This is an optimization exercise on Yosys and OpenROAD, whose aim is small area, a short achievable clock period and few clock cycles per item, not a production implementation. At most, simulation tests tie the RTL to the original design; equivalence was not proved. Function not checked in runs 1 to 6: the RTL went through the layout flow alone. Power figures rest on the tool's default switching activity, not on a simulated workload.

<file path="design/flow/design.v">
module bit_encoder (
    input  wire        clk,
    input  wire        rst,         
    input  wire        cmd_valid,
    output wire        cmd_ready,
    input  wire [31:0] cmd_data,
    output wire        out_valid,
    input  wire        out_ready,
    output wire [7:0]  out_data,
    output wire [15:0] status,
    output wire        err
);
    localparam [1:0] CAUSE_BAD_OP    = 2'd1;
    localparam [1:0] CAUSE_RSVD_NZ   = 2'd2;
    localparam [1:0] CAUSE_BAD_WIDTH = 2'd3;
    reg [7:1]  pb;
    reg [2:0]  pn;
    reg        err_q;
    reg [1:0]  ecause;
    reg        trunc;
    reg [7:0]  ob0;
    reg [7:0]  ob1;
    reg        ov;
    reg        ov2;
    wire [7:0] pb8 = {pb, 1'b0};
    wire [1:0]  op    = cmd_data[31:30];
    wire [4:0]  width = cmd_data[20:16];
    wire [15:0] value = cmd_data[15:0];
    wire rsvd_nz   = |cmd_data[29:21];
    wire low_nz    = |cmd_data[20:0];
    wire width_bad = (width == 5'd0) || (width > 5'd16);
    wire is_flush  = (op == 2'b01) && !rsvd_nz && !low_nz;
    wire is_encode = (op == 2'b00) && !rsvd_nz && !width_bad;
    wire [1:0] cause = op[1]                 ? CAUSE_BAD_OP :
                       (op[0] || rsvd_nz)    ? CAUSE_RSVD_NZ :
                                               CAUSE_BAD_WIDTH;
    wire       g0     = pn[0] & width[0];
    wire       p1     = pn[1] ^ width[1];
    wire       c1     = (pn[1] & width[1]) | (p1 & g0);
    wire       p2     = pn[2] ^ width[2];
    wire       c2     = (pn[2] & width[2]) | (p2 & c1);
    wire [2:0] pn_new = {p2 ^ c1, p1 ^ g0, pn[0] ^ width[0]};
    wire       nb0    = width[4] | width[3] | c2;      
    wire       nb2    = width[4] | (width[3] & c2);
    wire       nb_lane1 = !width[4] && (width[3] ^ c2);
    wire [23:0] ys0 = pn_new[2] ? {4'b0, value, 4'd0} : {value, 8'd0};
    wire [23:0] ys1 = pn_new[1] ? {2'b0, ys0[23:2]}  : ys0;
    wire [23:0] y   = pn_new[0] ? {1'b0, ys1[23:1]}  : ys1;
    wire [7:0]  lane  = nb2 ? y[23:16] : nb_lane1 ? y[15:8] : y[7:0];
    wire [7:0]  pmask = 8'hFF >> pn;
    wire [7:0]  top   = pb8 | (lane & pmask);
    wire [7:0]  byte1 = y[15:8];
    wire [7:0]  pb_lo = y[7:0];
    wire [7:0]  pb_nx = nb0 ? pb_lo : top;
    wire value_trunc = (|(lane & ~pmask))
                     | (!nb0 && (|y[15:8]))
                     | (!nb2 && (|y[23:16]));
    assign cmd_ready = !ov2 && (!ov || out_ready);
    wire   accept    = cmd_valid && cmd_ready;
    assign out_valid = ov;
    assign out_data  = ob0;
    always @(posedge clk) begin
        if (rst) begin
            ob0 <= 8'd0;
            ob1 <= 8'd0;
        end else begin
            if (!ov || out_ready)
                ob0 <= ov2 ? ob1 : top;
            if (!ov2)
                ob1 <= byte1;
        end
    end
    always @(posedge clk) begin
        if (rst) begin
            pb     <= 7'd0;
            pn     <= 3'd0;
            err_q  <= 1'b0;
            ecause <= 2'd0;
            trunc  <= 1'b0;
            ov     <= 1'b0;
            ov2    <= 1'b0;
        end else if (accept) begin
            ov  <= (is_encode && nb0) || (is_flush && pn != 3'd0);
            ov2 <= is_encode && nb2;
            if (is_encode) begin
                pb  <= pb_nx[7:1];
                pn  <= pn_new;
                if (value_trunc)
                    trunc <= 1'b1;
            end else if (is_flush) begin
                pb  <= 7'd0;
                pn  <= 3'd0;
            end else if (!err_q) begin
                err_q  <= 1'b1;
                ecause <= cause;
            end
        end else if (ov && out_ready) begin
            ov  <= ov2;
            ov2 <= 1'b0;
        end
    end
    assign status = {1'b0, trunc, ecause, err_q, pn, pb8};
    assign err    = err_q;
endmodule
</file>
<file path="design/flow/flow/run.sh">
#!/bin/bash
# Standard ORFS layout (the standard.sh) with these changes:
#  - the port buffers are made from the smallest buffer cell
#    (sky130_fd_sc_hd__buf_1) instead of buffer_ports' default choice;
#    timing repair still resizes them where the paths need it;
#  - synthesis leaves adders as plain gates for abc (ADDER_MAP_FILE empty)
#    rather than extracting them into fa/ha cells;
#  - clock tree synthesis adds no dummy load cells.
# Registers, their names and the synthesis script are otherwise unchanged.
set -uo pipefail
export BUFFER_PORTS_ARGS="-buffer_cell sky130_fd_sc_hd__buf_1"
export CTS_ARGS="-sink_clustering_enable -repair_clock_nets -dont_use_dummy_load -sink_clustering_size 40 -buf_list {sky130_fd_sc_hd__clkbuf_2 sky130_fd_sc_hd__clkbuf_4}"
bash standard.sh ADDER_MAP_FILE= finish > standard_flow.log 2>&1
status=$?
cp -r orfs/logs/sky130hd/bit_encoder/base orfs_logs 2>/dev/null
exit $status
</file>
<file path="design/flow/standard.sh">
#!/bin/bash
# synth_recipe.tcl (not shown) runs the flow's synth.tcl, then flattens the netlist and writes it again
# the make line also repeats each setting of config.mk as NAME=value (left out here)
make -C /OpenROAD-flow-scripts/flow DESIGN_CONFIG=/design/flow/config.mk WORK_HOME=/design/flow/orfs CLKGATE_MAP_FILE= SYNTH_SCRIPT=/design/flow/synth_recipe.tcl "${@:-finish}"
</file>
<file path="design/flow/constraint.sdc">
create_clock -name core_clock -period 6.0 [get_ports {clk}]
set_input_delay 1.2000 -clock core_clock [delete_from_list [all_inputs] [get_ports {clk}]]
set_output_delay 1.2000 -clock core_clock [all_outputs]
set_load 0.01 [all_outputs]
</file>
<file path="design/flow/config.mk">
export PLATFORM = sky130hd
export DESIGN_NAME = bit_encoder
export DESIGN_NICKNAME = bit_encoder
export VERILOG_FILES = /design/flow/design.v
export SDC_FILE = /design/flow/constraint.sdc
export NUM_CORES = 4
export LEC_CHECK = 0
export ABC_AREA = 1
export CAP_MARGIN = 20
export CORE_MARGIN = 2
export CORE_UTILIZATION = 40
export PLACE_DENSITY = 0.6
export SETUP_SLACK_MARGIN = 3.05
export SLEW_MARGIN = 20
</file>
==> impl_results.md, run 1 <==
* Status: no timing/DRC/antenna violations
* Fin nets at 577
* P_sw at 0.000184 W
* Syn-to-layout area delta at 29.6%
* Crit start category: input port
* Unrepaired setup endpoints after global routing: yes
* Hold Crit Class: reg -> reg
* DRC at 0
* Clk pwr share at 21.3%
* Clk_skew at 0.0156 ns
* Setup-failing EPs final at 0
* Worst EP arrival at 3.17 ns
* 1st-iter DRT viols at 303
* CTS tree: done
* Die footprint at 7460 µm²
* Final setup TNS at 0 ns
* Sequential power share at 45.0%
* Pint at 0.000319 W
* Largest net degree at the start of global routing at 33
* Filler instances at 705
* Cell Count, Final, Fillers Out at 619
* Synth async-reset ratio at 0%
* Tmin final at 2.91 ns
* Fin area at 3520 µm²
* Placed Area at 2930 µm²
* Post-synthesis sequential area ratio at 23.6%
* Largest cells by area after synthesis: dfxtp_1 24%, nand2_1 18%, nand3_1 18%
* Max Fanout on Critical Path at 5
* Highest Clock Rate at 0.343 GHz
* Synth Warn # at 1
* CP required at 6.26 ns
* Root Driver: clkbuf_4
* Crit Path Class: in -> reg
* Core area at 6680 µm²
* PwrDens at 143 nW/µm²
* Final Hold Viols at 0
* Starting Density at 40.6%
* Clock Sinks at 32
* Router iterations before antenna repair at 6
* CTS Buf Count at 5
* Max-cap violation count at 0
* Worst slew margin at 62.8%
* # rows at 30
* Placed cell count at 587
* Yosys top cell by area: dfxtp_1
* Number of synthesized flops with an enable pin at 0
* Most common flop cell mapped by yosys: dfxtp_1
* Die Y at 86.4 µm
* Worst-path clk slew at 0.10 ns
* Gr usage total at 23.8%
* First-pass GRT wire length at 14300 µm
* Leak at 1.59 nW
* CTS max path bufs at 2
* Gr ovfl total at 0
* Slew Limit Fails at 0
* Switching share of total power at 36.5%
* Synthesized area at 2710 µm²
* Max VDD drop at 0.0000969 V
* Worst-margin pin slew at 0.555 ns
* Period Utilization, post-route at 48.6%
* Synth top area share at 23.6%
* Post-Syn Area per Cell at 5.82 µm²
* Share of cells above drive strength 1 at 23.0%
* CP Capture Type: flop
* Cells after synthesis at 466
* Chip width at 86.4 µm
* Via count at 3485
* Vias per cell at 5.63
* Detailed Route WL at 9430 µm
* Via count of the first global-routing pass at 3013
* Top-Level Pins at 63
* Synth unique cells at 34
* H-tree depth at 2
* Worst-skew pair later-pin latency at 0.33 ns
* Routed len/inst at 15.2 µm
* Diodes inserted at 0
* Initial antenna violation count at 0
* Detailed Place HPWL at 6610 µm
* Routed Antenna Nets at 0
* Gpl congestion at 1.02
* Part of the power in combinational logic at 33.6%
* Synth Register Bits at 32
* PortBufs at 60
## repair_timing
action / CTS / global route
gates cloned: 3 / 5
setup endpoints to repair: 17 / 15
pin swaps: 2 / 20
buffers inserted: 1 / 18
hold buffers: 0 / 0
endpoints found under the hold margin: 0 / 0
resized for setup: 11 / 74
## cell families (layout without fill, tap and decap cells)
kind of cell,after synthesis,in the layout,share of synthesized area (%)
xor+xnor,1,1,0.323
buf+inv,70,137,11.3
simple gates,285,290,47.8
compound gates,77,77,16.8
flops,32,32,23.6
other cells,1,2,0.138
## worst paths after layout
kind / start / slack [ns] / to / cells past startpoint
hold reg to reg: ecause[0] / 0.47 / ecause[0] / 2
setup reg to reg: pn[1] / 3.45 / trunc / 18
hold / removal: ecause[0] / 0.47 / ecause[0] / 2
setup / recovery: cmd_data[18] / 3.09 / trunc / 18
## synthesized netlist by cell type (2+ instances only)
cell type and n:
inv_2 4, buf_6 2, buf_4 6, nand2_1 130, nand3_1 97, nand2_2 8, nand2_4 2, nor3_1 4
nand3_4 2, nor4_1 3, o211ai_2 2, dfxtp_1 32, a21oi_1 30, a31oi_1 4, clkbuf_1 8, nor2_1 30
o21bai_1 2, nand4_1 5, buf_2 6, o21ai_0 20, inv_1 42, o211ai_1 4, a21o_1 4, o21ai_1 6
nor2_2 2, a21oi_2 2, clkinv_1 2
## worst max-delay path, cell delays in order
cell and delay (ns):
clkbuf_2 0.11, nand2_2 0.08, inv_2 0.05, nor2_4 0.21, nand3_4 0.22, buf_6 0.20
nand3_2 0.09, nand3_2 0.09, nand3_1 0.12, nand2_2 0.08, buf_4 0.14, o211ai_2 0.17
nand2_1 0.07, nand2_1 0.06, inv_1 0.05, nand3_2 0.08, nand2_2 0.05, a21oi_2 0.11
## flip-flops by register name (all words and copies together) (netlist names)
name	cells
ov2	1
err_q	1
ov	1
ob0	8
pb	7
ecause	2
pn	3
ob1	8
trunc	1
## cell usage in the layout, fill, tap and decap left out, types with 5 or more instances in the layout
cell type / synthesis / final
nand2_1: 130 / 115
nand3_2: 0 / 31
o21ai_0: 20 / 18
o21ai_1: 6 / 6
nor2_1: 30 / 25
a21oi_1: 30 / 29
nand2_2: 8 / 19
inv_1: 42 / 40
nand2_4: 2 / 6
nand4_1: 5 / 5
inv_2: 4 / 5
nand3_1: 97 / 67
buf_1: 0 / 57
clkbuf_4: 0 / 6
nor2_2: 2 / 5
buf_4: 6 / 20
dfxtp_1: 32 / 32
## cell type report
cell class                      count  area [µm²]  share of cell area [%]
Sequential cell                    32         641                    18.2
Timing Repair Buffer               81         393                    11.2
Tap cell                           80         100                    2.85
Multi-Input combinational cell    370        2140                    60.7
Timing Repair inverter              3        20.0                   0.569
Clock buffer                        5        37.5                    1.07
Inverter                           48         189                    5.37
## metrics by stage
| step | total power, W | util, % | worst slack, ns | hold WS, ns |
|---|---|---|---|---|
| floorplan | 0.000329 | - | 3.14 | 0.441 |
| global placement | 0.000365 | 43.9 | 2.33 | 0.451 |
| detailed placement | 0.000365 | 43.9 | 2.27 | 0.455 |
| CTS | 0.000475 | 45.5 | 2.99 | 0.469 |
| global route | 0.000533 | 52.6 | 2.94 | 0.491 |
| finish | 0.000503 | 52.6 | 3.09 | 0.466 |
## power by group through the flow
| stage | Sequential [W] | Clock [W] | Combinational [W] |
|---|---|---|---|
| floorplan | 0.000234 | 0 | 0.0000953 |
| global placement | 0.000231 | 0 | 0.000134 |
| detailed placement | 0.000231 | 0 | 0.000134 |
| CTS | 0.000226 | 0.000111 | 0.000138 |
| global route | 0.000227 | 0.000119 | 0.000187 |
| finish | 0.000226 | 0.000107 | 0.000169 |
## routing by layer
| metal | track usage (%) | up-vias | share of wire (%) |
|---|---|---|---|
| li1 | - | 1706 | - |
| met1 | 31.9 | 1591 | 43 |
| met2 | 40.9 | 167 | 47 |
| met3 | 3.62 | 21 | 7.6 |
| met4 | 4.40 | 0 | 2.0 |
| met5 | 0 | - | 0 |
==> run 2: changes to the inputs <==
--- a/design/flow/design.v
+++ b/design/flow/design.v
@@ -43,18 +43,21 @@
     wire       nb0    = width[4] | width[3] | c2;      
     wire       nb2    = width[4] | (width[3] & c2);
     wire       nb_lane1 = !width[4] && (width[3] ^ c2);
-    wire [23:0] ys0 = pn_new[2] ? {4'b0, value, 4'd0} : {value, 8'd0};
+    wire [23:0] ys0 = pn_new[0] ? {1'b0, value, 7'd0} : {value, 8'd0};
     wire [23:0] ys1 = pn_new[1] ? {2'b0, ys0[23:2]}  : ys0;
-    wire [23:0] y   = pn_new[0] ? {1'b0, ys1[23:1]}  : ys1;
+    wire [23:0] y   = pn_new[2] ? {4'b0, ys1[23:4]}  : ys1;
     wire [7:0]  lane  = nb2 ? y[23:16] : nb_lane1 ? y[15:8] : y[7:0];
     wire [7:0]  pmask = 8'hFF >> pn;
     wire [7:0]  top   = pb8 | (lane & pmask);
     wire [7:0]  byte1 = y[15:8];
     wire [7:0]  pb_lo = y[7:0];
     wire [7:0]  pb_nx = nb0 ? pb_lo : top;
-    wire value_trunc = (|(lane & ~pmask))
-                     | (!nb0 && (|y[15:8]))
-                     | (!nb2 && (|y[23:16]));
+    reg [15:0] above;
+    integer k;
+    always @(*)
+        for (k = 0; k < 16; k = k + 1)
+            above[k] = (width <= k);
+    wire value_trunc = |(value & above);
     assign cmd_ready = !ov2 && (!ov || out_ready);
     wire   accept    = cmd_valid && cmd_ready;
     assign out_valid = ov;
==> impl_results.md, run 2 <==
* Status: no timing/DRC/antenna violations
* Crit path top cell by count: buf_1
* Fin nets at 566 (-1.9%)
* CP bufs+invs at 2 (-3)
* Final Hold Viols at 0 (unchanged)
* Synth Register Bits at 32 (unchanged)
* Chip width at 87.1 µm (+0.90%)
* Die footprint at 7590 µm² (+1.8%)
* Largest net degree at the start of global routing at 33 (unchanged)
* Top-count cell post-synth: nand2_1
* Top-Level Pins at 63 (unchanged)
* Most common flop cell mapped by yosys: dfxtp_1
* Most frequent cells in the layout: 177 x nand2_1, 59 x buf_1, 46 x inv_1
* Synthesized area at 2770 µm² (+1.9%)
* Die Y at 87.1 µm (+0.90%)
* Detailed Route WL at 8420 µm (-11%)
* Synth async-reset ratio at 0% (unchanged)
* Biggest registers after layout: ob0: 8 flops, ob1: 8 flops, pb: 7 flops
* Detailed Place HPWL at 6620 µm (+0.27%)
* Via count of the first global-routing pass at 2993 (-0.66%)
* Worst slew margin at 59.8% (-3.0 points)
* First-pass GRT wire length at 13900 µm (-2.9%)
* Setup-failing EPs final at 0 (unchanged)
* CP max stage delay at 0.16 ns (-0.06 ns)
* Unrepaired setup endpoints after global routing: yes
* Routed Antenna Nets at 0 (unchanged)
* Reg area at 641 µm² (unchanged)
* Cells after synthesis at 481 (+3.2%)
* Leak at 1.41 nW (-11%)
* Router iterations before antenna repair at 5 (-1)
* Number of synthesized flops with an enable pin at 0 (unchanged)
* CTS tree: done
* Tmin final at 2.91 ns (-0.00120 ns)
* Worst-skew pair later-pin latency at 0.34 ns (about the same)
* Most frequent cells after synthesis: 177 x nand2_1, 46 x inv_1, 38 x a21oi_1
* Routed len/inst at 13.9 µm (-9.0%)
* Placement Setup Slack at 2.46 ns (+0.192 ns)
* Clock Sinks at 32 (unchanged)
* Crit Path Class: in -> out
* Worst path slowest cell: buf_1
* Synth top area share at 24.0% (+0.42 points)
* Max VDD drop at 0.0000700 V (-28%)
* CTS max path bufs at 2 (unchanged)
* Core area at 6760 µm² (+1.1%)
* Commonest non-fill, non-tap cell in the layout: nand2_1
* Worst-path clk slew at 0.10 ns (about the same)
* # rows at 30 (unchanged)
* Starting Density at 40.9% (+0.31 points)
* Filler instances at 771 (+9.4%)
* Fin area at 3000 µm² (-15%)
* Vias per cell at 5.30 (-5.8%)
* Share of cells above drive strength 1 at 8.71% (-14 points)
* Max Fanout on Critical Path at 2 (-3)
* Worst-margin pin slew at 0.603 ns (+0.0474 ns)
* Slew Limit Fails at 0 (unchanged)
* Gr ovfl total at 0 (unchanged)
* Worst EP arrival at 1.71 ns (-1.46 ns)
* Synth unique cells at 41 (+21%)
* Gpl congestion at 0.920 (-9.6%)
* Max-cap violation count at 0 (unchanged)
* Final setup TNS at 0 ns (unchanged)
* CP required at 4.80 ns (-1.46 ns)
* Syn-to-layout area delta at 8.60%
* PwrDens at 158 nW/µm² (+10%)
* 1st-iter DRT viols at 271 (-11%)
* Yosys top cell by area: nand2_1
* Clk_skew at 0.0257 ns (+0.0100 ns)
* Crit start category: input port
* Synth Warn # at 1 (unchanged)
* Largest cells by area after synthesis: nand2_1 24%, dfxtp_1 23%, a21oi_1 6.9%
* Gr usage total at 23.2% (-0.65 points)
* Hold Crit Class: reg -> reg
* DRC at 0 (unchanged)
* Root Driver: clkbuf_4
* Delay-heaviest family, CP: buffers and inverters
* Placed Area at 2930 µm² (-0.13%)
* Highest Clock Rate at 0.343 GHz (about the same)
* PortBufs at 60 (unchanged)
* Post-synthesis sequential area ratio at 23.2% (-0.44 points)
* Period Utilization, post-route at 48.5% (about the same)
* Initial antenna violation count at 0 (unchanged)
* Crit-path cells: buf_1 -> nor2_2 -> nor2_4 -> buf_1
* Post-Syn Area per Cell at 5.75 µm² (-1.3%)
* Multi-input logic area at 1770 µm² (-17%)
* CP Capture Type: output port
* Setup ws final at 3.09 ns (+0.00120 ns)
* Diodes inserted at 0 (unchanged)
* Hold Slack at 0.481 ns (+0.0159 ns)
* Via count at 3224 (-7.5%)
* H-tree depth at 2 (unchanged)
* CTS Buf Count at 5 (unchanged)
run 2: changes by cell type in the layout (fill, tap and decap cells not counted), moves of 9 or more:
cell     before  now
buf_4        20    2
nand2_2      19    9
nand3_2      31    3
nand2_1     115  177
a21oi_1      29   38
nand3_1      67   36
run 2: logic make-up after synthesis:
logic type             after synthesis  synth area share (%)
AND/OR/NAND/NOR                    280                  44.2
AO/OA/AOI/OAI                       93                  18.6
buffers and inverters               75                  13.9
flip-flops                          32                  23.2
other                                1                 0.136
run 2: final timing paths:
check                           slack [ns]       from  cells past startpoint        end
worst min-delay path                  0.48  ecause[1]                      2  ecause[1]
worst max register to register        3.86      pn[1]                      9      pb[4]
worst max-delay path                  3.09  out_ready                      4  cmd_ready
worst min register to register        0.48  ecause[1]                      2  ecause[1]
run 2: worst register-to-register path: stages, from the launching register on:
cell and delay, ns:
dfxtp_1 0.53, nand2_1 0.17, o21ai_1 0.14, nand2_2 0.13, a31oi_4 0.34, inv_1 0.20, o21ai_0 0.28, o21bai_2 0.11
nand2_1 0.06, a21oi_1 0.06
run 2: metrics by stage:
| stage | total power [W] | util [%] | cells |
|---|---|---|---|
| 2_1_floorplan | 0.000334 | - | 482 |
| 3_3_place_gp | 0.000369 | 43.3 | 602 |
| 3_5_place_dp | 0.000370 | 43.3 | 602 |
| 4_1_cts | 0.000474 | 44.1 | 608 |
| 5_1_grt | 0.000508 | 44.4 | 608 |
| 6_report | 0.000474 | 44.4 | 608 |
run 2: where the power goes:
group	leakage, nW	switching [W]	internal (W)	total [W]
Combinational	1.13	0.0000954	0.0000450	0.000140
Clock	0.0230	0.0000677	0.0000391	0.000107
Sequential	0.262	0.00000408	0.000223	0.000227
run 2: layout make-up:
type	instances	area share, %
Multi-Input combinational cell	375	59.1
Sequential cell	32	21.3
Timing Repair Buffer	62	8.04
Inverter	54	6.96
Tap cell	80	3.33
Clock buffer	5	1.25
run 2: metal layers:
| metal | global-route usage, % | up-vias | wire (µm) |
|---|---|---|---|
| met3 | 3.98 | 16 | 413 |
| met4 | 6.71 | 0 | 184 |
| met5 | 0 | - | 0 |
| li1 | - | 1646 | - |
| met2 | 39.5 | 100 | 3990 |
| met1 | 30.0 | 1462 | 3830 |
run 2: timing repair:
item / CTS / global route
pin swaps: 1 / 0
gates resized for setup: 1 / 8
setup endpoints to repair: 14 / 15
buffers inserted: 1 / 0
hold buffers: 0 / 0
==> run 3: changes to the inputs <==
--- a/design/flow/design.v
+++ b/design/flow/design.v
@@ -52,12 +52,7 @@
     wire [7:0]  byte1 = y[15:8];
     wire [7:0]  pb_lo = y[7:0];
     wire [7:0]  pb_nx = nb0 ? pb_lo : top;
-    reg [15:0] above;
-    integer k;
-    always @(*)
-        for (k = 0; k < 16; k = k + 1)
-            above[k] = (width <= k);
-    wire value_trunc = |(value & above);
+    wire value_trunc = 1'b0;
     assign cmd_ready = !ov2 && (!ov || out_ready);
     wire   accept    = cmd_valid && cmd_ready;
     assign out_valid = ov;
==> impl_results.md, run 3 <==
* Max Fanout on Critical Path at 2 (unchanged)
* Slew Limit Fails at 0 (unchanged)
* Cells after synthesis at 450 (-6.4%)
* Total power at 0.000454 W (-4.2%)
* Synth top area share at 29.1% (+5.1 points)
* Synth Register Bits at 31 (-3.1%)
* CTS Buf Count at 5 (unchanged)
* Reg area at 621 µm² (-3.1%)
* CP Capture Type: output port
* Final setup TNS at 0 ns (unchanged)
* First-pass GRT wire length at 12800 µm (-7.8%)
* Synth Warn # at 1 (unchanged)
* Highest Clock Rate at 0.348 GHz (+1.3%)
* Top-Level Pins at 63 (unchanged)
* Router iterations before antenna repair at 5 (unchanged)
* Die Y at 82.9 µm (-4.9%)
* Clock Sinks at 31 (-3.1%)
* Top-count cell post-synth: nand2_1
* Worst-path clk slew at 0.08 ns (-0.02 ns)
* Largest net degree at the start of global routing at 31 (-6.1%)
* Worst slew margin at 63.5% (+3.8 points)
* PwrDens at 166 nW/µm² (+4.9%)
* Worst EP arrival at 1.68 ns (-0.03 ns)
* Status: no timing/DRC/antenna violations
* Via count of the first global-routing pass at 2775 (-7.3%)
* Max-cap violation count at 0 (unchanged)
* Starting Density at 41.8% (+0.90 points)
* Final Hold Viols at 0 (unchanged)
* Period Utilization, post-route at 47.9% (-0.62 points)
* Most frequent cells after synthesis: 193 x nand2_1, 39 x nand3_1, 38 x inv_1
* CTS tree: done
* Routed len/inst at 13.2 µm (-4.7%)
* Filler instances at 698 (-9.5%)
* CP required at 4.80 ns (about the same)
* PortBufs at 59 (-1.7%)
* Root Driver: clkbuf_4
* Post-Syn Area per Cell at 5.54 µm² (-3.7%)
* Synth async-reset ratio at 0% (unchanged)
* Syn-to-layout area delta at 10.1%
* Gpl congestion at 0.927 (+0.71%)
* Routed Antenna Nets at 0 (unchanged)
* Worst-skew pair later-pin latency at 0.33 ns (about the same)
* Biggest registers after layout: ob0: 8 flops, ob1: 8 flops, pb: 7 flops
* Max VDD drop at 0.0000987 V (+41%)
* Worst-margin pin slew at 0.545 ns (-0.0574 ns)
* R2R Setup Slk at 3.66 ns (-0.20 ns)
* Clk_skew at 0.0143 ns (-0.0114 ns)
* Leak at 1.34 nW (-5.5%)
* Post-synthesis sequential area ratio at 24.9% (+1.7 points)
* Unrepaired setup endpoints after global routing: no
* # rows at 28 (-6.7%)
* Via count at 2888 (-10%)
* Commonest non-fill, non-tap cell in the layout: nand2_1
* Initial antenna violation count at 0 (unchanged)
* Tmin final at 2.88 ns (-0.0372 ns)
* Largest cells by area after synthesis: nand2_1 29%, dfxtp_1 25%, nand3_1 7.8%
* Fin nets at 536 (-5.3%)
* Detailed Route WL at 7560 µm (-10%)
* Setup-failing EPs final at 0 (unchanged)
* Crit Path Class: in -> out
* Most common flop cell mapped by yosys: dfxtp_1
* Multi-input logic area at 1590 µm² (-11%)
* Number of synthesized flops with an enable pin at 0 (unchanged)
* Synthesized area at 2490 µm² (-9.9%)
* Hold Crit Class: reg -> reg
* Crit start category: input port
* CTS max path bufs at 2 (unchanged)
* Die footprint at 6870 µm² (-9.5%)
* Diodes inserted at 0 (unchanged)
* Fin area at 2740 µm² (-8.7%)
* Placed Area at 2680 µm² (-8.3%)
* Yosys top cell by area: nand2_1
* Core area at 5960 µm² (-12%)
* Gr ovfl total at 0 (unchanged)
* DRC at 0 (unchanged)
* Gr usage total at 22.3% (-0.87 points)
* Detailed Place HPWL at 5910 µm (-11%)
* 1st-iter DRT viols at 221 (-18%)
* Share of cells above drive strength 1 at 5.62% (-3.1 points)
* Chip width at 82.9 µm (-4.9%)
* Synth unique cells at 29 (-29%)
* H-tree depth at 2 (unchanged)
* Vias per cell at 5.04 (-5.0%)
* Most frequent cells in the layout: 192 x nand2_1, 59 x buf_1, 39 x nand3_1
## run 3: cell types whose count changed after synthesis, sizes merged, moves of 3 or more
cell    delta
a31oi      -3
or2        -4
o211ai     -4
nand2     +12
nor3       -3
inv       -12
o21ai      -7
## run 3: cell families (layout without fill, tap and decap cells)
logic type	Yosys count	count (layout)	share of synthesized area, %
other	1	3	0.151
AO/OA/AOI/OAI	70	70	14.6
buffers and inverters	64	110	12.4
AND/OR/NAND/NOR	284	284	48.0
flip-flops	31	31	24.9
## run 3: path summary, 6_finish.rpt
| check | startpoint | endpoint | depth (start not counted) |
|---|---|---|---|
| max reg2reg | pn[1] | pb[3] | 14 |
| min | ecause[1] | ecause[1] | 2 |
| max | out_ready | cmd_ready | 4 |
| min reg2reg | ecause[1] | ecause[1] | 2 |
## run 3: metrics by stage
step	instances	hold WS [ns]	util [%]	worst slack [ns]
after floorplan	452	0.444	-	3.28
after CTS	573	0.480	45.9	3.13
final	573	0.479	46.1	3.12
after detailed placement	567	0.465	45.0	2.83
after global placement	567	0.452	45.0	2.83
after global routing	573	0.501	46.1	3.07
## run 3: routing by layer
metal  up-vias  track usage, %  share of wire (%)
met5         -               0                  0
met4         0            5.22                1.5
met1      1279            29.4                 47
li1       1520               -                  -
met3        13            3.68                4.1
met2        76            38.0                 47
## run 3: final cells by class
class	instances	share of cell area, %
Inverter	44	6.16
Multi-Input combinational cell	357	57.8
Sequential cell	31	22.6
Tap cell	75	3.42
Timing Repair Buffer	61	8.62
Clock buffer	5	1.37
## run 3: report_power, final
part	leakage [nW]	switching [W]	internal (W)
Combinational	1.06	0.0000888	0.0000406
Sequential	0.254	0.00000439	0.000217
Clock	0.0230	0.0000647	0.0000391
Total	1.34	0.000158	0.000296
## run 3: worst max-delay path, stage by stage
cell and delay, ns:
buf_1 0.10, nor2_2 0.18, nor2_4 0.06, buf_1 0.14
## run 3: repair_timing
action                                  CTS  global route
endpoints found under the hold margin     0             0
pin swaps                                 1             0
resized for setup                         2             2
hold buffers                              0             0
endpoints found under the setup margin    1             8
buffers inserted                          1             0
==> run 4: changes to the inputs <==
--- a/design/flow/design.v
+++ b/design/flow/design.v
@@ -21,7 +21,8 @@
     reg [7:0]  ob0;
     reg [7:0]  ob1;
     reg        ov;
-    reg        ov2;
+    reg        one;
+    wire       ov2 = ov && !one;
     wire [7:0] pb8 = {pb, 1'b0};
     wire [1:0]  op    = cmd_data[31:30];
     wire [4:0]  width = cmd_data[20:16];
@@ -52,8 +53,10 @@
     wire [7:0]  byte1 = y[15:8];
     wire [7:0]  pb_lo = y[7:0];
     wire [7:0]  pb_nx = nb0 ? pb_lo : top;
-    wire value_trunc = 1'b0;
-    assign cmd_ready = !ov2 && (!ov || out_ready);
+    wire value_trunc = (|(lane & ~pmask))
+                     | (!nb0 && (|y[15:8]))
+                     | (!nb2 && (|y[23:16]));
+    assign cmd_ready = !ov || (one && out_ready);
     wire   accept    = cmd_valid && cmd_ready;
     assign out_valid = ov;
     assign out_data  = ob0;
@@ -76,10 +79,10 @@
             ecause <= 2'd0;
             trunc  <= 1'b0;
             ov     <= 1'b0;
-            ov2    <= 1'b0;
+            one    <= 1'b0;
         end else if (accept) begin
             ov  <= (is_encode && nb0) || (is_flush && pn != 3'd0);
-            ov2 <= is_encode && nb2;
+            one <= !(is_encode && nb2);
             if (is_encode) begin
                 pb  <= pb_nx[7:1];
                 pn  <= pn_new;
@@ -93,8 +96,8 @@
                 ecause <= cause;
             end
         end else if (ov && out_ready) begin
-            ov  <= ov2;
-            ov2 <= 1'b0;
+            ov  <= !one;
+            one <= 1'b1;
         end
     end
     assign status = {1'b0, trunc, ecause, err_q, pn, pb8};
==> impl_results.md, run 4 <==
* Most common flop cell mapped by yosys: dfxtp_1
* Worst-skew pair later-pin latency at 0.34 ns (about the same)
* Via count at 3182 (+10%)
* Period Utilization, post-route at 48.0% (about the same)
* Synthesized area at 2680 µm² (+7.5%)
* Post-synthesis sequential area ratio at 23.9% (-0.99 points)
* Diodes inserted at 0 (unchanged)
* Most frequent cells after synthesis: 192 x nand2_1, 48 x nand3_1, 40 x inv_1
* Biggest registers after layout: ob0: 8 flops, ob1: 8 flops, pb: 7 flops
* Detailed Place HPWL at 6610 µm (+12%)
* Top-count cell post-synth: nand2_1
* H-tree depth at 2 (unchanged)
* Placed Area at 2880 µm² (+7.4%)
* Gpl congestion at 0.988 (+6.7%)
* Starting Density at 41.7% (-0.14 points)
* Switching share of total power at 37.3% (+2.6 points)
* First-pass GRT wire length at 13500 µm (+5.4%)
* CP required at 4.80 ns (about the same)
* CTS tree: done
* Highest Clock Rate at 0.348 GHz (about the same)
* Leak at 1.42 nW (+6.1%)
* PortBufs at 60 (+1.7%)
* Detailed Route WL at 8300 µm (+9.7%)
* Crit Path Class: in -> out
* Largest net degree at the start of global routing at 32 (+3.2%)
* Unrepaired setup endpoints after global routing: yes
* Yosys top cell by area: nand2_1
* Core area at 6420 µm² (+7.8%)
* Top-Level Pins at 63 (unchanged)
* Final setup TNS at 0 ns (unchanged)
* Gr usage total at 22.9% (+0.55 points)
* Multi-input logic area at 1780 µm² (+12%)
* Root Driver: clkbuf_4
* Part of the power in combinational logic at 31.9% (+3.4 points)
* Syn-to-layout area delta at 11.9%
* Filler instances at 735 (+5.3%)
* Router iterations before antenna repair at 15 (+10)
* Largest cells by area after synthesis: nand2_1 27%, dfxtp_1 24%, nand3_1 9.0%
* Commonest non-fill, non-tap cell in the layout: nand2_1
* Hold_buf cts at 0 (unchanged)
* Fin area at 3000 µm² (+9.2%)
* Sequential power share at 45.8% (-2.9 points)
* Synth top area share at 26.9% (-2.2 points)
* CTS max path bufs at 2 (unchanged)
* Max Fanout on Critical Path at 4 (+2)
* Cells after synthesis at 480 (+6.7%)
* CTS Buf Count at 5 (unchanged)
* CP Capture Type: output port
* Pint at 0.000317 W (+7.0%)
* Share of cells above drive strength 1 at 7.36% (+1.7 points)
* Die Y at 85.8 µm (+3.5%)
* Synth async-reset ratio at 0% (unchanged)
* Number of synthesized flops with an enable pin at 0 (unchanged)
* Status: no timing/DRC/antenna violations
* Chip width at 85.8 µm (+3.5%)
* Setup-failing EPs final at 0 (unchanged)
* Synth unique cells at 35 (+21%)
* Slew Limit Fails at 0 (unchanged)
* Gr ovfl total at 0 (unchanged)
* Synth Register Bits at 32 (+3.2%)
* Most frequent cells in the layout: 191 x nand2_1, 59 x buf_1, 48 x nand3_1
* Synth Warn # at 1 (unchanged)
* 1st-iter DRT viols at 243 (+10%)
* PwrDens at 169 nW/µm² (+2.0%)
* Die footprint at 7360 µm² (+7.1%)
* Clock Sinks at 32 (+3.2%)
* Reg area at 641 µm² (+3.2%)
* Post-Syn Area per Cell at 5.58 µm² (+0.77%)
* Total power at 0.000506 W (+11%)
* Tmin final at 2.88 ns (+0.00147 ns)
* Max-cap violation count at 0 (unchanged)
* Worst-path clk slew at 0.11 ns (+0.03 ns)
* Routed len/inst at 13.7 µm (+3.6%)
* Vias per cell at 5.24 (+4.0%)
* Fin nets at 568 (+6.0%)
* Final Hold Viols at 0 (unchanged)
* Crit start category: input port
* DRC at 0 (unchanged)
* Clk_skew at 0.0173 ns (+0.00300 ns)
* Worst EP arrival at 1.68 ns (about the same)
* P_sw at 0.000189 W (+20%)
* Max VDD drop at 0.000161 V (+63%)
* Hold Crit Class: reg -> reg
* Initial antenna violation count at 0 (unchanged)
* Via count of the first global-routing pass at 2918 (+5.2%)
* # rows at 29 (+3.6%)
* Clk pwr share at 22.3% (-0.5 points)
* Routed Antenna Nets at 0 (unchanged)
## run 4: cell types whose count changed after synthesis, moves of 3 or more
cell	previous run	this run
nor2_1	28	39
o21ai_0	24	14
nand3_1	39	48
inv_2	2	7
o21ai_1	5	10
a31o_1	0	3
a32oi_1	0	3
## run 4: final timing paths
check | cells after the start | slack (ns) | startpoint | to
setup / recovery | 4 | 3.12 | out_ready | cmd_ready
hold / removal | 2 | 0.48 | ob1[1] | ob1[1]
setup reg to reg | 12 | 3.57 | pn[1] | pb[5]
hold reg to reg | 2 | 0.48 | ob1[1] | ob1[1]
## run 4: layout make-up
type	instances	share of cell area [%]
sequential	32	21.4
tap	77	3.22
timing repair buffer	63	8.31
clock buffer	5	1.25
multi-input combinational	383	59.5
inverter	47	6.31
## run 4: metrics by stage
step | instances | hold WS [ns] | util [%] | worst slack (ns)
2_1_floorplan | 481 | 0.441 | - | 3.08
6_report | 607 | 0.477 | 46.6 | 3.12
3_5_place_dp | 600 | 0.466 | 44.8 | 2.53
4_1_cts | 607 | 0.483 | 46.0 | 3.05
3_3_place_gp | 600 | 0.463 | 44.8 | 2.58
5_1_grt | 607 | 0.498 | 46.6 | 3.02
## run 4: timing repair
action | CTS | global route
endpoints found under the setup margin | 16 | 17
setup buffers | 2 | 0
gates resized for setup | 6 | 15
pin swaps | 2 | 0
## run 4: per-layer routing
metal	track usage (%)	wire [µm]
met1	29.2	3610
met2	38.6	3920
met3	4.04	551
met4	8.23	206
met5	0	0
## run 4: logic make-up after synthesis
kind of cell / Yosys count / synth area share, %
other: 1 / 0.140
AOI/OAI and AO/OA: 77 / 16.6
xor gates and xnor gates: 1 / 0.327
and+or+nand+nor: 303 / 47.6
buffers and inverters: 66 / 11.4
DFF: 32 / 23.9
## run 4: worst max-delay path, stage by stage
cell    delay [ns]
buf_2         0.13
nor2_4        0.05
nor2_4        0.13
buf_1         0.16
## run 4: power groups by stage
stage / Clock (W) / Sequential, W / Combinational (W)
floorplan: 0 / 0.000240 / 0.000111
global placement: 0 / 0.000236 / 0.000154
detailed placement: 0 / 0.000237 / 0.000154
CTS: 0.000115 / 0.000232 / 0.000158
global route: 0.000124 / 0.000234 / 0.000182
finish: 0.000113 / 0.000232 / 0.000161
==> run 5: changes to the inputs <==
--- a/design/flow/config.mk
+++ b/design/flow/config.mk
@@ -10,5 +10,5 @@
 export CORE_MARGIN = 2
 export CORE_UTILIZATION = 40
 export PLACE_DENSITY = 0.6
-export SETUP_SLACK_MARGIN = 3.05
+export SETUP_SLACK_MARGIN = 3.15
 export SLEW_MARGIN = 20
==> impl_results.md, run 5 <==
* Status: no timing/DRC/antenna violations
* CTS Buf Count at 5 (unchanged)
* Unrepaired setup endpoints after global routing: yes
* Routed Antenna Nets at 0 (unchanged)
* Filler instances at 695 (-5.4%)
* CTS tree: done
* Part of the power in combinational logic at 34.3% (+2.4 points)
* Most frequent cells after synthesis: 192 x nand2_1, 48 x nand3_1, 40 x inv_1
* Yosys top cell by area: nand2_1
* Fin nets at 576 (+1.4%)
* Period Utilization, post-route at 47.2% (-0.76 points)
* Commonest non-fill, non-tap cell in the layout: nand2_1
* Most common flop cell mapped by yosys: dfxtp_1
* Final Util at 49.9% (+3.2 points)
* Die Y at 85.8 µm (unchanged)
* Synth async-reset ratio at 0% (unchanged)
* Synth top area share at 26.9% (unchanged)
* Reg area at 641 µm² (unchanged)
* R2R Setup Slk at 3.72 ns (+0.15 ns)
* Max Fanout on Critical Path at 4 (unchanged)
* Detailed Route WL at 8470 µm (+2.0%)
* Crit start category: input port
* Share of cells above drive strength 1 at 11.5% (+4.2 points)
* Delay-heaviest family, CP: buffers and inverters
* Multi-input logic area at 1920 µm² (+7.6%)
* Pint at 0.000325 W (+2.4%)
* Synthesized area at 2680 µm² (unchanged)
* Synth Register Bits at 32 (unchanged)
* Worst path slowest cell: buf_6
* CTS max path bufs at 2 (unchanged)
* Via count of the first global-routing pass at 3000 (+2.8%)
* Number of synthesized flops with an enable pin at 0 (unchanged)
* Starting Density at 41.7% (unchanged)
* Worst slew margin at 65.3%
* H-tree depth at 2 (unchanged)
* Syn-to-layout area delta at 19.6%
* Clk_skew at 0.0275 ns (+0.0102 ns)
* Vias per cell at 5.36 (+2.3%)
* Highest Clock Rate at 0.353 GHz (+1.6%)
* Setup-failing EPs final at 0 (unchanged)
* Chip width at 85.8 µm (unchanged)
* Synth Warn # at 1 (unchanged)
* Synth unique cells at 35 (unchanged)
* Leak at 1.51 nW (+6.3%)
* Detailed Place HPWL at 6540 µm (-1.1%)
* Slew Limit Fails at 0 (unchanged)
* Root Driver: clkbuf_4
* Core area at 6420 µm² (unchanged)
* Post-Syn Area per Cell at 5.58 µm² (unchanged)
* Largest net degree at the start of global routing at 32 (unchanged)
* Top-count cell post-synth: nand2_1
* CP max stage delay at 0.14 ns (-0.02 ns)
* Diodes inserted at 0 (unchanged)
* Max-cap violation count at 0 (unchanged)
* Sequential power share at 45.3% (-0.5 points)
* Largest cells by area after synthesis: nand2_1 27%, dfxtp_1 24%, nand3_1 9.0%
* Crit-path cells: buf_6 -> nor2_4 -> nor2_4 -> buf_6
* Routed len/inst at 13.8 µm (+0.72%)
* Final Hold Viols at 0 (unchanged)
* Max VDD drop at 0.000109 V (-32%)
* P_sw at 0.000187 W (-0.84%)
* Initial antenna violation count at 0 (unchanged)
* PwrDens at 160 nW/µm² (-5.4%)
* Total power at 0.000512 W (+1.2%)
* Worst-margin pin slew at 0.520 ns
* PortBufs at 60 (unchanged)
* Most frequent cells in the layout: 187 x nand2_1, 56 x buf_1, 46 x nand3_1
* Clk pwr share at 20.5% (-1.8 points)
* Router iterations before antenna repair at 7 (-8)
* # rows at 29 (unchanged)
* Tmin final at 2.83 ns (-0.0455 ns)
* CP required at 4.80 ns (about the same)
* Cells after synthesis at 480 (unchanged)
* Clock Sinks at 32 (unchanged)
* Worst-path clk slew at 0.10 ns (about the same)
* First-pass GRT wire length at 13500 µm (about the same)
* Hold Crit Class: reg -> reg
* 1st-iter DRT viols at 251 (+3.3%)
* DRC at 0 (unchanged)
* Gr ovfl total at 0 (unchanged)
* Worst EP arrival at 1.63 ns (-0.05 ns)
* Top-Level Pins at 63 (unchanged)
* Post-synthesis sequential area ratio at 23.9% (unchanged)
* Crit Path Class: in -> out
* Worst-skew pair later-pin latency at 0.33 ns (about the same)
* Switching share of total power at 36.6% (-0.74 points)
* Gpl congestion at 1.00 (+1.5%)
* Via count at 3298 (+3.6%)
* Biggest registers after layout: ob0: 8 flops, ob1: 8 flops, pb: 7 flops
* CP bufs+invs at 2 (unchanged)
* CP Capture Type: output port
* Gr usage total at 22.8% (-0.051 points)
* Die footprint at 7360 µm² (unchanged)
* Final setup TNS at 0 ns (unchanged)
run 5: cell types whose count changed in the layout (fill, tap and decap cells not counted), sizes merged:
cell,previous run,this run
clkbuf,5,7
inv,47,46
buf,63,67
nand2,200,202
clkinv,0,1
run 5: logic make-up after synthesis:
group                  after synthesis  share of synthesized area [%]
XOR/XNOR                             1                          0.327
buffers and inverters               66                           11.4
other                                1                          0.140
flip-flops                          32                           23.9
AND/OR/NAND/NOR                    303                           47.6
AO/OA/AOI/OAI                       77                           16.6
run 5: layout make-up:
cell class                      instances  share of cell area (%)
Clock buffer                            5                    1.17
Sequential cell                        32                    20.0
Timing Repair Buffer                   69                    9.69
Inverter                               47                    6.21
Multi-Input combinational cell        385                    59.9
Tap cell                               77                    3.01
run 5: timing repair:
item                                    CTS  global route
gates cloned                              0             2
hold buffers                              0             0
resized for setup                        13            40
pin swaps                                 2             7
buffers inserted                          2             6
endpoints found under the setup margin   17            14
run 5: worst min-delay path: cells and delay by family, from the launching register on:
family	cells	cell delay (ns)
AOI/OAI and AO/OA	1	0.06
DFF	1	0.31
and+or+nand+nor	1	0.07
run 5: through the flow:
stage                     setup slack, ns  hold slack (ns)  std cells  area (µm²)
final                                3.17            0.478        615        3200
after global routing                 3.12            0.511        615        3200
after CTS                            3.14            0.482        607        2980
after detailed placement             2.56            0.466        600        2880
after global placement               2.64            0.464        600        2880
after floorplan                      3.23            0.441        481        2680
run 5: worst paths after layout:
kind                  start        end  cells past startpoint
setup / recovery  out_ready  cmd_ready                      4
hold / removal       ob1[6]     ob1[6]                      2
hold reg to reg      ob1[6]     ob1[6]                      2
setup reg to reg         ov      pb[7]                     13
run 5: per-layer routing:
layer	GRT usage (%)	part of all wire, %	up-vias
met2	39.0	47	116
met3	3.37	5.6	20
li1	-	-	1673
met4	6.35	1.9	0
met5	0	0	-
met1	29.9	45	1489
run 5: power groups by stage:
stage               Combinational, W  Sequential, W  Clock, W
floorplan                   0.000111       0.000240         0
global placement            0.000153       0.000236         0
detailed placement          0.000154       0.000237         0
CTS                         0.000160       0.000232  0.000109
global route                0.000197       0.000233  0.000117
finish                      0.000175       0.000232  0.000105
==> run 6: changes to the inputs <==
--- a/design/flow/design.v
+++ b/design/flow/design.v
@@ -21,8 +21,7 @@
     reg [7:0]  ob0;
     reg [7:0]  ob1;
     reg        ov;
-    reg        one;
-    wire       ov2 = ov && !one;
+    reg        ov2;
     wire [7:0] pb8 = {pb, 1'b0};
     wire [1:0]  op    = cmd_data[31:30];
     wire [4:0]  width = cmd_data[20:16];
@@ -32,18 +31,21 @@
     wire width_bad = (width == 5'd0) || (width > 5'd16);
     wire is_flush  = (op == 2'b01) && !rsvd_nz && !low_nz;
     wire is_encode = (op == 2'b00) && !rsvd_nz && !width_bad;
+    wire legal     = is_flush || is_encode;
+    wire [2:0]  pn_fill = 3'd0 - pn;
+    wire [4:0]  w_eff   = {width[4:3], width[2:0] | (pn_fill & {3{op[0]}})};
     wire [1:0] cause = op[1]                 ? CAUSE_BAD_OP :
                        (op[0] || rsvd_nz)    ? CAUSE_RSVD_NZ :
                                                CAUSE_BAD_WIDTH;
-    wire       g0     = pn[0] & width[0];
-    wire       p1     = pn[1] ^ width[1];
-    wire       c1     = (pn[1] & width[1]) | (p1 & g0);
-    wire       p2     = pn[2] ^ width[2];
-    wire       c2     = (pn[2] & width[2]) | (p2 & c1);
-    wire [2:0] pn_new = {p2 ^ c1, p1 ^ g0, pn[0] ^ width[0]};
-    wire       nb0    = width[4] | width[3] | c2;      
-    wire       nb2    = width[4] | (width[3] & c2);
-    wire       nb_lane1 = !width[4] && (width[3] ^ c2);
+    wire       g0     = pn[0] & w_eff[0];
+    wire       p1     = pn[1] ^ w_eff[1];
+    wire       c1     = (pn[1] & w_eff[1]) | (p1 & g0);
+    wire       p2     = pn[2] ^ w_eff[2];
+    wire       c2     = (pn[2] & w_eff[2]) | (p2 & c1);
+    wire [2:0] pn_new = {p2 ^ c1, p1 ^ g0, pn[0] ^ w_eff[0]};
+    wire       nb0    = w_eff[4] | w_eff[3] | c2;      
+    wire       nb2    = w_eff[4] | (w_eff[3] & c2);
+    wire       nb_lane1 = !w_eff[4] && (w_eff[3] ^ c2);
     wire [23:0] ys0 = pn_new[0] ? {1'b0, value, 7'd0} : {value, 8'd0};
     wire [23:0] ys1 = pn_new[1] ? {2'b0, ys0[23:2]}  : ys0;
     wire [23:0] y   = pn_new[2] ? {4'b0, ys1[23:4]}  : ys1;
@@ -56,7 +58,7 @@
     wire value_trunc = (|(lane & ~pmask))
                      | (!nb0 && (|y[15:8]))
                      | (!nb2 && (|y[23:16]));
-    assign cmd_ready = !ov || (one && out_ready);
+    assign cmd_ready = !ov2 && (!ov || out_ready);
     wire   accept    = cmd_valid && cmd_ready;
     assign out_valid = ov;
     assign out_data  = ob0;
@@ -79,25 +81,22 @@
             ecause <= 2'd0;
             trunc  <= 1'b0;
             ov     <= 1'b0;
-            one    <= 1'b0;
+            ov2    <= 1'b0;
         end else if (accept) begin
-            ov  <= (is_encode && nb0) || (is_flush && pn != 3'd0);
-            one <= !(is_encode && nb2);
-            if (is_encode) begin
+            ov  <= legal && nb0;
+            ov2 <= legal && nb2;
+            if (legal) begin
                 pb  <= pb_nx[7:1];
                 pn  <= pn_new;
                 if (value_trunc)
                     trunc <= 1'b1;
-            end else if (is_flush) begin
-                pb  <= 7'd0;
-                pn  <= 3'd0;
             end else if (!err_q) begin
                 err_q  <= 1'b1;
                 ecause <= cause;
             end
         end else if (ov && out_ready) begin
-            ov  <= !one;
-            one <= 1'b1;
+            ov  <= ov2;
+            ov2 <= 1'b0;
         end
     end
     assign status = {1'b0, trunc, ecause, err_q, pn, pb8};
--- a/design/flow/config.mk
+++ b/design/flow/config.mk
@@ -10,5 +10,5 @@
 export CORE_MARGIN = 2
 export CORE_UTILIZATION = 40
 export PLACE_DENSITY = 0.6
-export SETUP_SLACK_MARGIN = 3.15
+export SETUP_SLACK_MARGIN = 3.05
 export SLEW_MARGIN = 20
==> impl_results.md, run 6 <==
* CP bufs+invs at 5 (+3)
* Crit start category: input port
* Unrepaired setup endpoints after global routing: yes
* Clk_skew at 0.0173 ns (-0.0102 ns)
* Leak at 1.85 nW (+23%)
* Crit-path cells: buf_12 -> o21ai_4 -> buf_6 -> o21ai_4 -> nand2_4 -> inv_2 -> nor2_8 -> buf_6 -> buf_4 -> nand2_1 -> nand3_1 -> nand2_1 -> nand2_1 -> nand2_1 -> nand3_1 -> nor2_1 -> nand2_1 -> nand2_1 -> a21oi_2
* Status: no timing/DRC/antenna violations
* Routed len/inst at 15.0 µm (+8.7%)
* Number of synthesized flops with an enable pin at 0 (unchanged)
* Post-synthesis sequential area ratio at 22.2% (-1.7 points)
* Most frequent cells in the layout: 160 x nand2_1, 57 x buf_1, 50 x nand3_1
* Max Fanout on Critical Path at 8 (+4)
* Fin nets at 633 (+9.9%)
* Gpl congestion at 0.930 (-7.3%)
* Tmin final at 2.89 ns (+0.0634 ns)
* Delay-heaviest family, CP: simple AND/OR/NAND/NOR gates
* H-tree depth at 2 (unchanged)
* Final setup TNS at 0 ns (unchanged)
* Worst-skew pair later-pin latency at 0.33 ns (about the same)
* # rows at 30 (+3.4%)
* First-pass GRT wire length at 14300 µm (+6.0%)
* Synth top area share at 24.5% (-2.4 points)
* Period Utilization, post-route at 48.2% (+1.1 points)
* Most common flop cell mapped by yosys: dfxtp_1
* R2R Setup Slk at 3.26 ns (-0.46 ns)
* Worst slew margin at 66.0% (+0.73 points)
* CTS max path bufs at 2 (unchanged)
* Chip width at 88.9 µm (+3.6%)
* Biggest registers after layout: ob0: 8 flops, ob1: 8 flops, pb: 7 flops
* Clock Sinks at 32 (unchanged)
* Highest Clock Rate at 0.345 GHz (-2.2%)
* CTS Buf Count at 5 (unchanged)
* Die footprint at 7900 µm² (+7.3%)
* Synth async-reset ratio at 0% (unchanged)
* Final Hold Viols at 0 (unchanged)
* Detailed Place HPWL at 7200 µm (+10%)
* Root Driver: clkbuf_4
* Hold_buf cts at 0 (unchanged)
* CP Capture Type: flop
* Worst EP arrival at 3.15 ns (+1.52 ns)
* DRC at 0 (unchanged)
* Slew Limit Fails at 0 (unchanged)
* Via count of the first global-routing pass at 2954 (-1.5%)
* 1st-iter DRT viols at 333 (+33%)
* Starting Density at 41.9% (+0.26 points)
* Hold Slack at 0.475 ns (-0.00323 ns)
* Diodes inserted at 0 (unchanged)
* Synth Register Bits at 32 (unchanged)
* Top-count cell post-synth: nand2_1
* Worst path slowest cell: o21ai_4
* Worst-margin pin slew at 0.509 ns (-0.0111 ns)
* Max VDD drop at 0.0000917 V (-16%)
* Hold Crit Class: reg -> reg
* CP max stage delay at 0.22 ns (+0.08 ns)
* Synthesized area at 2880 µm² (+7.6%)
* Detailed Route WL at 10300 µm (+22%)
* Setup-failing EPs final at 0 (unchanged)
* Syn-to-layout area delta at 31.3%
* Largest cells by area after synthesis: nand2_1 24%, dfxtp_1 22%, nand3_1 9.7%
* Post-Syn Area per Cell at 5.67 µm² (+1.7%)
* Initial antenna violation count at 0 (unchanged)
* Gr ovfl total at 0 (unchanged)
* Top-Level Pins at 63 (unchanged)
* CTS tree: done
* Commonest non-fill, non-tap cell in the layout: nand2_1
* PortBufs at 60 (unchanged)
* Crit Path Class: in -> reg
* Routed Antenna Nets at 0 (unchanged)
* Via count at 3671 (+11%)
* Worst-path clk slew at 0.07 ns (-0.03 ns)
* Synth Warn # at 1 (unchanged)
* Synth unique cells at 37 (+5.7%)
* Share of cells above drive strength 1 at 23.2% (+12 points)
* Router iterations before antenna repair at 5 (-2)
* Gr usage total at 23.3% (+0.51 points)
* Most frequent cells after synthesis: 188 x nand2_1, 56 x nand3_1, 55 x inv_1
* PwrDens at 140 nW/µm² (-12%)
* Vias per cell at 5.31 (-0.93%)
* Largest net degree at the start of global routing at 29 (-9.4%)
* Die Y at 88.9 µm (+3.6%)
* Yosys top cell by area: nand2_1
* CP required at 6.25 ns (+1.45 ns)
* Max-cap violation count at 0 (unchanged)
* Cells after synthesis at 508 (+5.8%)
* Core area at 6870 µm² (+7.0%)
* Crit path top cell by count: nand2_1
[run 6: cell types whose count changed in the layout (fill, tap and decap cells not counted), sizes merged, moves of 3 or more]
cell | previous run | this run
nand3 | 50 | 62
buf | 67 | 95
nand2 | 202 | 198
a21oi | 36 | 40
o21ai | 24 | 39
nor2 | 42 | 33
inv | 46 | 59
a31o | 4 | 1
nor4 | 2 | 6
[run 6: routing by layer]
metal	routed length (µm)	GRT usage (%)	vias to the layer above	share of wire (%)
met5	0	0	-	0
met4	155	3.17	0	1.5
met3	613	3.45	16	5.9
met2	5010	39.6	130	48
met1	4560	32.1	1693	44
li1	-	-	1832	-
[run 6: layout make-up]
cell class / count / area [µm²]
clock buffers: 5 / 37.5
repair buffers: 96 / 561
flip-flops and latches: 32 / 642
inverters: 59 / 221
multi-input cells: 403 / 2200
fillers: 744 / 3090
well taps: 96 / 120
[run 6: kinds of logic after synthesis]
family | synth area share (%)
other cells | 0.130
simple gates | 46.2
compound gates | 18.6
buf+inv | 12.9
flops | 22.2
[run 6: worst reg2reg max path: stages, from the launching register on]
cell	delay [ns]
dfxtp_1	0.59
nand2_1	0.26
nand3_4	0.19
nand3_2	0.14
nand3_4	0.26
buf_6	0.14
buf_4	0.11
nand3_1	0.08
nand2_2	0.11
nand2_1	0.08
nand2_1	0.07
nand2_1	0.05
nor2_1	0.09
nand2_1	0.07
nand2_1	0.06
nand3_1	0.06
nor2_1	0.09
nand2_1	0.06
nand2_1	0.07
a21oi_2	0.05
[run 6: stage by stage]
step / instances / total power, W / setup WS, ns / cell area (µm²) / util [%]
floorplan: 509 / 0.000342 / 3.24 / 2890 / -
global placement: 644 / 0.000383 / 2.34 / 3090 / 45.0
detailed placement: 644 / 0.000384 / 2.32 / 3090 / 45.0
CTS: 652 / 0.000492 / 3.04 / 3210 / 46.8
global route: 691 / 0.000563 / 2.94 / 3780 / 55.1
finish: 691 / 0.000530 / 3.11 / 3780 / 55.1
[run 6: worst paths after layout]
path                     start  cells past startpoint  endpoint
hold reg to reg          trunc                      2     trunc
hold / removal           trunc                      2     trunc
setup reg to reg         pn[1]                     19     trunc
setup / recovery  cmd_data[30]                     19     trunc
[run 6: repair_timing]
action / CTS / global route
endpoints found under the setup margin: 17 / 16
gates cloned: 1 / 6
pin swaps: 3 / 27
setup buffers: 2 / 33
resized for setup: 11 / 85
[run 6: report_power, final]
| part | total (W) | switching (W) | internal, W |
|---|---|---|---|
| combinational | 0.000195 | 0.000125 | 0.0000699 |
| sequential | 0.000228 | 0.00000449 | 0.000224 |
| clock | 0.000107 | 0.0000678 | 0.0000391 |
| total | 0.000530 | 0.000197 | 0.000333 |
==> run 7: changes to the inputs <==
--- a/design/flow/design.v
+++ b/design/flow/design.v
@@ -31,21 +31,18 @@
     wire width_bad = (width == 5'd0) || (width > 5'd16);
     wire is_flush  = (op == 2'b01) && !rsvd_nz && !low_nz;
     wire is_encode = (op == 2'b00) && !rsvd_nz && !width_bad;
-    wire legal     = is_flush || is_encode;
-    wire [2:0]  pn_fill = 3'd0 - pn;
-    wire [4:0]  w_eff   = {width[4:3], width[2:0] | (pn_fill & {3{op[0]}})};
     wire [1:0] cause = op[1]                 ? CAUSE_BAD_OP :
                        (op[0] || rsvd_nz)    ? CAUSE_RSVD_NZ :
                                                CAUSE_BAD_WIDTH;
-    wire       g0     = pn[0] & w_eff[0];
-    wire       p1     = pn[1] ^ w_eff[1];
-    wire       c1     = (pn[1] & w_eff[1]) | (p1 & g0);
-    wire       p2     = pn[2] ^ w_eff[2];
-    wire       c2     = (pn[2] & w_eff[2]) | (p2 & c1);
-    wire [2:0] pn_new = {p2 ^ c1, p1 ^ g0, pn[0] ^ w_eff[0]};
-    wire       nb0    = w_eff[4] | w_eff[3] | c2;      
-    wire       nb2    = w_eff[4] | (w_eff[3] & c2);
-    wire       nb_lane1 = !w_eff[4] && (w_eff[3] ^ c2);
+    wire       g0     = pn[0] & width[0];
+    wire       p1     = pn[1] ^ width[1];
+    wire       c1     = (pn[1] & width[1]) | (p1 & g0);
+    wire       p2     = pn[2] ^ width[2];
+    wire       c2     = (pn[2] & width[2]) | (p2 & c1);
+    wire [2:0] pn_new = {p2 ^ c1, p1 ^ g0, pn[0] ^ width[0]};
+    wire       nb0    = width[4] | width[3] | c2;      
+    wire       nb2    = width[4] | (width[3] & c2);
+    wire       nb_lane1 = !width[4] && (width[3] ^ c2);
     wire [23:0] ys0 = pn_new[0] ? {1'b0, value, 7'd0} : {value, 8'd0};
     wire [23:0] ys1 = pn_new[1] ? {2'b0, ys0[23:2]}  : ys0;
     wire [23:0] y   = pn_new[2] ? {4'b0, ys1[23:4]}  : ys1;
@@ -83,13 +80,16 @@
             ov     <= 1'b0;
             ov2    <= 1'b0;
         end else if (accept) begin
-            ov  <= legal && nb0;
-            ov2 <= legal && nb2;
-            if (legal) begin
+            ov  <= (is_encode && nb0) || (is_flush && pn != 3'd0);
+            ov2 <= is_encode && nb2;
+            if (is_encode) begin
                 pb  <= pb_nx[7:1];
                 pn  <= pn_new;
                 if (value_trunc)
                     trunc <= 1'b1;
+            end else if (is_flush) begin
+                pb  <= 7'd0;
+                pn  <= 3'd0;
             end else if (!err_q) begin
                 err_q  <= 1'b1;
                 ecause <= cause;
--- a/design/flow/flow/run.sh
+++ b/design/flow/flow/run.sh
@@ -5,11 +5,16 @@
 #    timing repair still resizes them where the paths need it;
 #  - synthesis leaves adders as plain gates for abc (ADDER_MAP_FILE empty)
 #    rather than extracting them into fa/ha cells;
-#  - clock tree synthesis adds no dummy load cells.
+#  - clock tree synthesis adds no dummy load cells;
+#  - after global routing, flow/downsize.tcl (ORFS's POST_GLOBAL_ROUTE_TCL
+#    hook) downsizes combinational cells that do not need their drive
+#    strength, keeping the worst setup slack.
 # Registers, their names and the synthesis script are otherwise unchanged.
 set -uo pipefail
+here=$(pwd)
 export BUFFER_PORTS_ARGS="-buffer_cell sky130_fd_sc_hd__buf_1"
 export CTS_ARGS="-sink_clustering_enable -repair_clock_nets -dont_use_dummy_load -sink_clustering_size 40 -buf_list {sky130_fd_sc_hd__clkbuf_2 sky130_fd_sc_hd__clkbuf_4}"
+export POST_GLOBAL_ROUTE_TCL="$here/flow/downsize.tcl"
 bash standard.sh ADDER_MAP_FILE= finish > standard_flow.log 2>&1
 status=$?
 cp -r orfs/logs/sky130hd/bit_encoder/base orfs_logs 2>/dev/null
==> design/flow/flow/downsize.tcl (new file) <==
# POST_GLOBAL_ROUTE hook: greedy area recovery.  Each combinational cell,
# in turn, is swapped for the next smaller drive strength of the same
# function when that leaves the worst setup slack no worse than before and
# hold met; registers and clock buffers are left alone.  The modified nets
# are then re-routed incrementally, as ORFS does after its own repairs.
estimate_parasitics -global_routing
set ds_ws0 [worst_slack -max]
set ds_area0 [rsz::design_area]
puts "downsize: before ws $ds_ws0 area $ds_area0"
global_route -start_incremental
set ds_n 0
foreach inst [get_cells *] {
  set cell [get_property $inst ref_name]
  if {[string match "*__df*" $cell] || [string match "*__edf*" $cell] || [string match "*clkbuf*" $cell] || [string match "*clkinv*" $cell] || [string match "*tap*" $cell] || [string match "*fill*" $cell] || [string match "*decap*" $cell] || [string match "*conb*" $cell]} { continue }
  if {![regexp {^(sky130_fd_sc_hd__\w+)_(\d+)$} $cell -> base drv]} { continue }
  foreach d {0 1 2 4 6 8} {
    if {$d >= $drv} { break }
    set cand "${base}_$d"
    if {[llength [get_lib_cells -quiet */$cand]] == 0} { continue }
    if {[lsearch -exact $::env(DONT_USE_CELLS) $cand] >= 0} { continue }
    replace_cell $inst $cand
    estimate_parasitics -global_routing
    if {[worst_slack -max] >= $ds_ws0 - 0.001 && [worst_slack -min] >= 0} {
      puts "downsize: [get_full_name $inst] $cell -> $cand"
      incr ds_n
      break
    }
    replace_cell $inst $cell
  }
}
detailed_placement
global_route -end_incremental
estimate_parasitics -global_routing
puts "downsize: $ds_n cells, after ws [worst_slack -max] area [rsz::design_area]"
write_guides $::env(RESULTS_DIR)/route.guide
==> impl_results.md, run 7 <==
* Vias per cell at 5.24 (-1.5%)
* Largest cells by area after synthesis: nand2_1 29%, dfxtp_1 24%, nand3_1 9.9%
* Leak at 1.46 nW (-21%)
* Worst-path clk slew at 0.10 ns (+0.03 ns)
* Detailed Place HPWL at 6450 µm (-10%)
* Gr ovfl total at 0 (unchanged)
* Biggest registers after layout: ob0: 8 flops, ob1: 8 flops, pb: 7 flops
* Worst EP arrival at 3.16 ns (about the same)
* Routed len/inst at 13.4 µm (-11%)
* First-pass GRT wire length at 13500 µm (-5.8%)
* Clock Sinks at 32 (unchanged)
* Cells after synthesis at 484 (-4.7%)
* Setup Buffers After CTS at 1 (-1)
* CTS Buf Count at 5 (unchanged)
* Chip width at 85.9 µm (-3.3%)
* Placed cell count at 600 (-6.8%)
* Commonest non-fill, non-tap cell in the layout: nand2_1
* Cell Count, Final, Fillers Out at 608 (-12%)
* Hold_buf cts at 0 (unchanged)
* Most frequent cells after synthesis: 207 x nand2_1, 53 x nand3_1, 41 x inv_1
* Fin area at 2940 µm² (-22%)
* Hold Crit Class: reg -> reg
* Top-Level Pins at 63 (unchanged)
* Worst-margin pin slew at 0.587 ns (+0.0778 ns)
* Tmin final at 2.94 ns (+0.0407 ns)
* Synth top area share at 28.9% (+4.4 points)
* Placed Area at 2870 µm² (-7.0%)
* Synth unique cells at 39 (+5.4%)
* DRC at 0 (unchanged)
* Share of cells above drive strength 1 at 4.52% (-19 points)
* Starting Density at 41.8% (-0.14 points)
* Fin nets at 569 (-10%)
* 1st-iter DRT viols at 156 (-53%)
* Status: no timing/DRC/antenna violations
* PwrDens at 159 nW/µm² (+14%)
* Crit Path Class: in -> reg
* Crit start category: input port
* Period Utilization, post-route at 48.9% (+0.68 points)
* Top-count cell post-synth: nand2_1
* Filler instances at 738 (-0.81%)
* Gr usage total at 22.4% (-0.91 points)
* Worst-skew pair later-pin latency at 0.34 ns (about the same)
* H-tree depth at 2 (unchanged)
* Most common flop cell mapped by yosys: dfxtp_1
* Initial antenna violation count at 0 (unchanged)
* CTS max path bufs at 2 (unchanged)
* Detailed Route WL at 8130 µm (-21%)
* Final setup TNS at 0 ns (unchanged)
* Max Fanout on Critical Path at 10 (+2)
* Clk_skew at 0.0275 ns (+0.0103 ns)
* Synth Register Bits at 32 (unchanged)
* Slew Limit Fails at 0 (unchanged)
* Via count at 3183 (-13%)
* CP Capture Type: flop
* Core area at 6420 µm² (-6.5%)
* Post-CTS resize count at 2 (-9)
* Synth async-reset ratio at 0% (unchanged)
* Worst slew margin at 60.9% (-5.1 points)
* Synthesized area at 2690 µm² (-6.8%)
* Post-synthesis sequential area ratio at 23.9% (+1.6 points)
* Most frequent cells in the layout: 206 x nand2_1, 61 x buf_1, 53 x nand3_1
* Largest net degree at the start of global routing at 33 (+14%)
* CP required at 6.22 ns (-0.03 ns)
* CP max stage delay at 0.44 ns (+0.22 ns)
* Root Driver: clkbuf_4
* Die Y at 85.9 µm (-3.3%)
* Setup-failing EPs final at 0 (unchanged)
* Worst path slowest cell: nor4_1
* # rows at 29 (-3.3%)
* Final Hold Viols at 0 (unchanged)
* Routed Antenna Nets at 0 (unchanged)
* Max VDD drop at 0.000101 V (+10%)
* Syn-to-layout area delta at 9.60%
* Gpl congestion at 0.963 (+3.6%)
* Diodes inserted at 0 (unchanged)
* Synth Warn # at 1 (unchanged)
* CTS tree: done
* Router iterations before antenna repair at 4 (-1)
* Highest Clock Rate at 0.341 GHz (-1.4%)
* Via count of the first global-routing pass at 2841 (-3.8%)
* PortBufs at 60 (unchanged)
* Total power at 0.000469 W (-12%)
* Yosys top cell by area: nand2_1
* Max-cap violation count at 0 (unchanged)
* Crit-path cells: buf_1 -> nor2_1 -> nand3_1 -> nor4_1 -> nand4_1 -> and2_0 -> or2_0 -> a32oi_1 -> a21oi_1
* Post-Syn Area per Cell at 5.55 µm² (-2.2%)
* Number of synthesized flops with an enable pin at 0 (unchanged)
* Die footprint at 7380 µm² (-6.5%)
## run 7: cell count changes after synthesis, moves of 4 or more
cell	before	now
nand2_1	188	207
inv_1	55	41
o21ai_1	17	3
a21oi_1	39	31
a31oi_1	0	4
nand3_2	5	1
nor4_1	6	2
## run 7: layout make-up
| class | instances | area (µm²) | share of cell area, % |
|---|---|---|---|
| multi-input cells | 383 | 1730 | 58.9 |
| clock buffers | 5 | 37.5 | 1.28 |
| flip-flops and latches | 32 | 641 | 21.8 |
| well taps | 77 | 96.3 | 3.27 |
| inverters | 47 | 188 | 6.38 |
| repair buffers | 64 | 246 | 8.38 |
## run 7: per-stage QoR
stage	setup WS [ns]	hold slack, ns	util [%]
3_5_place_dp	2.53	0.458	44.7
6_report	3.06	0.475	45.8
4_1_cts	3.08	0.477	45.6
2_1_floorplan	3.11	0.441	-
3_3_place_gp	2.54	0.457	44.7
## run 7: power breakdown
part           total, W  switching (W)  internal (W)
logic          0.000135      0.0000926     0.0000427
registers      0.000226     0.00000355      0.000223
clock network  0.000108      0.0000685     0.0000391
## run 7: logic make-up after synthesis
family          count (synthesis)  synth area share [%]
simple gates                  312                  49.2
buf+inv                        70                  12.1
compound gates                 69                  14.8
flops                          32                  23.9
other cells                     1                 0.140
## run 7: path summary, 6_finish.rpt
check	from	endpoint	slack, ns	depth (start not counted)
setup / recovery	cmd_data[5]	pb[7]	3.06	9
hold reg to reg	trunc	trunc	0.47	2
hold / removal	trunc	trunc	0.47	2
setup reg to reg	pn[0]	trunc	3.64	14
## run 7: metal layers
layer  up-vias  wire [µm]  global-route usage (%)
li1       1639          -                       -
met1      1476       3950                    30.7
met2        59       3790                    37.2
met3         9        287                    3.56
met4         0        100                    4.33
met5         -          0                       0
## run 7: critical path: cells and delay by family
family | cells | cell delay (ns)
and+or+nand+nor | 6 | 1.52
AOI/OAI and AO/OA | 2 | 0.34
buffers and inverters | 1 | 0.10
Testbench counts of run 7, summed over its fixed seeds: cycles 13,921, items 13,063.

Setup slack of run 7, layout unchanged: 3.064 ns with ideal ports, 3.052 ns with driving cells assumed (clock clkbuf_16, inputs buf_2), 2.718 ns with port delays also shifted by the 0.346 ns mid clock arrival.
